What follows belongs to an exercise in optimizing a design on an open flow for small area, a short achievable clock period and few clock cycles per item; a production flow would make more cautious choices. Function was checked by simulation only, so behaviour that the tests miss may differ from the original. Power figures rest on the tool's default switching activity, not on a simulated workload.

## bcta
module bcta (
    input  wire        clk,
    input  wire        rst,
    input  wire        cmd_valid,
    output wire        cmd_ready,
    input  wire [63:0] cmd,
    output wire        rsp_valid,
    input  wire        rsp_ready,
    output wire [39:0] rsp
);
    wire [10:0] cls; wire t_i, bad_i, ill_i, fit_i; wire [5:0] n_i; wire [31:0] pay_i;
    bcta_dec u_dec(.cmd(cmd), .cls(cls), .t(t_i), .bad(bad_i), .ill(ill_i), .fit(fit_i), .n(n_i), .pay(pay_i));
    reg        v0;
    reg        r_rd, r_wr, r_sk, r_pos, r_len, r_clr, r_enc, r_dec, r_lcl, r_lad, r_lgt;
    reg        r_t, r_bad, r_ill, r_fit;
    reg [5:0]  r_n;
    reg [5:0]  r_a;
    reg [31:0] r_pay;
    reg [255:0] bank_e, bank_o;
    reg [6:0]   len;
    reg [9:0]   cursor;
    reg [9:0]   room;        
    reg [6:0]   acc;
    reg [7:0]   oh_e, oh_o;
    reg         nonempty, full, rp, wp;
    reg [34:0]  slot_a, slot_b;
    wire exec = v0 & ~full;
    wire pop  = nonempty & rsp_ready;
    assign cmd_ready = ~v0 | ~full;
    assign rsp_valid = nonempty;
    assign rsp       = {5'd0, rp ? slot_b : slot_a};
    wire [5:0]  n   = r_n;
    wire [4:0]  kl  = cursor[4:0];
    wire [3:0]  q0  = cursor[8:5];
    wire [5:0]  a   = r_a;
    wire [9:0]  e   = {cursor[9:5] + {4'd0, a[5]}, a[4:0]};   
    wire [4:0]  s   = a[4:0];
    wire [9:0]  l8  = {len, 3'b000};
    wire        beyond = {4'd0, n} > room;             
    wire        ovf    = cursor[9] | (&cursor[8:5] & a[5] & (a[4:0] != 5'd0));   
  ...
export LEC_CHECK = 0
export CAP_MARGIN = 20
export CORE_MARGIN = 2
export CORE_UTILIZATION = 65
export CTS_BUF_LIST = sky130_fd_sc_hd__clkbuf_8
export CTS_CLUSTER_DIAMETER = 45
export CTS_CLUSTER_SIZE = 16
export SLEW_MARGIN = 20
export SYNTH_HIERARCHICAL = 1
create_clock -name core_clock -period 10.0 [get_ports {clk}]
standard.sh (not shown) runs the stock make flow with config.mk's settings and CLKGATE_MAP_FILE= SYNTH_SCRIPT=/design/flow/synth_recipe.tcl, a recipe that flattens the netlist after the stock synthesis.
==> flow/flow/run.sh <==
#!/bin/bash
set -euo pipefail
bash standard.sh SETUP_SLACK_MARGIN=6.0 'BUFFER_PORTS_ARGS=-buffer_cell sky130_fd_sc_hd__buf_2' finish > standard.log 2>&1
Testbench counts at the start, summed over its fixed seeds: cycles 15,421, items 15,405.
Next try:
Settings changed: TNS_END_PERCENT set to 30.
After rerunning: Die area is unchanged; wire length climbs slightly; setup slack gets better by 0.024 ns; sequential share of layout area stays flat; count of clock-buffer cells in the layout stays the same; clock power barely changes; synthesized area does not change; total power is about the same; global-route usage barely changes.
Next try:
Settings changed: CORE_UTILIZATION 65 to 75, TNS_END_PERCENT 30 to not set.
After rerunning: The new run ran to the end with no violations; utilization is higher by 11 points; worst setup slack loses 0.35 ns; first-iteration DRC count is higher by a quarter to a third; wire length is higher by a few percent.

========
== try-fjord ==
bcta again, from the RTL that the note above started with.
## bcta
module bcta (
    input  wire        clk,
    input  wire        rst,
    input  wire        cmd_valid,
    output wire        cmd_ready,
    input  wire [63:0] cmd,
    output wire        rsp_valid,
    input  wire        rsp_ready,
    output wire [39:0] rsp
);
    wire [10:0] cls; wire t_i, bad_i, ill_i, fit_i; wire [5:0] n_i; wire [31:0] pay_i;
    bcta_dec u_dec(.cmd(cmd), .cls(cls), .t(t_i), .bad(bad_i), .ill(ill_i), .fit(fit_i), .n(n_i), .pay(pay_i));
    reg        v0;
    reg        r_rd, r_wr, r_sk, r_pos, r_len, r_clr, r_enc, r_dec, r_lcl, r_lad, r_lgt;
    reg        r_t, r_bad, r_ill, r_fit;
    reg [5:0]  r_n;
    reg [5:0]  r_a;
    reg [31:0] r_pay;
    reg [255:0] bank_e, bank_o;
    reg [6:0]   len;
    reg [9:0]   cursor;
    reg [9:0]   room;        
    reg [6:0]   acc;
    reg [7:0]   oh_e, oh_o;
    reg         nonempty, full, rp, wp;
    reg [34:0]  slot_a, slot_b;
    wire exec = v0 & ~full;
    wire pop  = nonempty & rsp_ready;
    assign cmd_ready = ~v0 | ~full;
    assign rsp_valid = nonempty;
    assign rsp       = {5'd0, rp ? slot_b : slot_a};
    wire [5:0]  n   = r_n;
    wire [4:0]  kl  = cursor[4:0];
    wire [3:0]  q0  = cursor[8:5];
    wire [5:0]  a   = r_a;
    wire [9:0]  e   = {cursor[9:5] + {4'd0, a[5]}, a[4:0]};   
    wire [4:0]  s   = a[4:0];
    wire [9:0]  l8  = {len, 3'b000};
    wire        beyond = {4'd0, n} > room;             
    wire        ovf    = cursor[9] | (&cursor[8:5] & a[5] & (a[4:0] != 5'd0));   
    wire [6:0]  wr_len = beyond ? e[9:3] + {6'd0, e[2:0] != 3'd0} : len;
    wire [31:0] we, wo, xo, xin, new_e, new_o;
    wire clr_all;
    bcta_rdmux u_re(.b(bank_e), .sel(oh_e), .w(we));
    bcta_rdmux u_ro(.b(bank_o), .sel(oh_o), .w(wo));
    bcta_rot u_rot(.xin(xin), .s(s), .xo(xo));
  ...
export LEC_CHECK = 0
export CAP_MARGIN = 20
export CORE_MARGIN = 2
export CORE_UTILIZATION = 50
export CTS_BUF_LIST = sky130_fd_sc_hd__clkbuf_8
export CTS_CLUSTER_DIAMETER = 45
export CTS_CLUSTER_SIZE = 16
export SLEW_MARGIN = 20
export SYNTH_HIERARCHICAL = 1
create_clock -name core_clock -period 10.0 [get_ports {clk}]
Scripts as last shown in full above: flow/flow/run.sh
Testbench counts of try-fjord, summed over its fixed seeds: cycles 15,421, items 15,405.
## Diff of input files: try-amber against try-fjord
==> flow/flow/run.sh <==
#!/bin/bash
set -euo pipefail
bash standard.sh SETUP_SLACK_MARGIN=5.8 finish > standard.log 2>&1
==> comparison <==
try-amber ran to completion and came out clean on the timing, design-rule and antenna checks. The via count reported for try-amber is lower than the one for try-fjord. try-fjord → try-amber: non-clock buffer contribution to total cell area +0.40 points, total iterations of the first detailed-routing run -3, fmax -about 2.6%, clock power -about 4%, number of global-route vias before repair -924. First-pass GRT wire length ends up lower on try-amber. try-fjord → try-amber: wire length dropped 1.3%; total chip power dropped 0.10 mW.
--- input diff try-amber..try-indigo ---
Settings: CORE_UTILIZATION now 65, was 50.
==> flow/flow/run.sh <==
#!/bin/bash
set -euo pipefail
bash standard.sh SETUP_SLACK_MARGIN=6.1 'BUFFER_PORTS_ARGS=-buffer_cell sky130_fd_sc_hd__buf_2' finish > standard.log 2>&1
Findings:
- From try-amber to try-indigo the numbers moved as follows: required arrival time at the worst endpoint picked up an extra 0.02 ns, total number of placement rows lost 12, number of standard cells in the final layout excluding fillers lost 4.2%, synthesized instance count neither gained nor lost much, area growth from synthesis to layout picked up an extra 2.3 points.
- The share of the clock period used by the worst path in try-indigo sits 1.7 points below the value recorded for try-amber.
- try-indigo ends up with a peak per-stage delay on the critical path that is 0.03 ns higher than in try-amber.
- On try-indigo: via count is about 4% higher than what try-amber gave.
- Summary of try-indigo over try-amber: core area fell by 16000 um2, fmax rose by about 4%.

-- what the ideal ports hide --
The results above use ideal ports. As a check the final layouts listed here were re-extracted and re-timed, cells and wires unchanged. Step 1, drivers: a clkbuf_16 drives clk and a buf_2 each remaining input, both assumed. Step 2 times the ports against the registers' clock, not the clock port: input delays grow and output delays shrink by t, the midpoint of the rising clock arrivals with the driver on. a / b / c = ideal / step 1 / step 2; a / b = the first two.
| run | t (ns) | slack for setup (ns) | clock arrival spread, ns | worst register clock-pin slew, ns |
|---|---|---|---|---|
| the first run of note 1 | 0.738 | 5.838 / 5.838 / 5.438 | 0.047 / 0.046 | 0.10 / 0.10 |
| the second run of note 1 | 0.744 | 5.862 / 5.862 / 5.429 | 0.047 / 0.048 | 0.10 / 0.10 |
| the third run of note 1 | 0.785 | 5.515 / 5.515 / 5.365 | 0.055 / 0.055 | 0.11 / 0.11 |
| try-fjord | 0.778 | 5.861 / 5.861 / 5.328 | 0.047 / 0.047 | 0.10 / 0.10 |
| try-amber | 0.744 | 5.751 / 5.751 / 5.142 | 0.042 / 0.041 | 0.10 / 0.10 |
| try-indigo | 0.743 | 5.919 / 5.919 / 5.336 | 0.030 / 0.030 | 0.10 / 0.10 |
After both steps every run listed still meets setup and hold. For try-amber, which loses most, drivers alone change the setup slack by 0.000 ns; drivers and shift together by -0.609 ns.
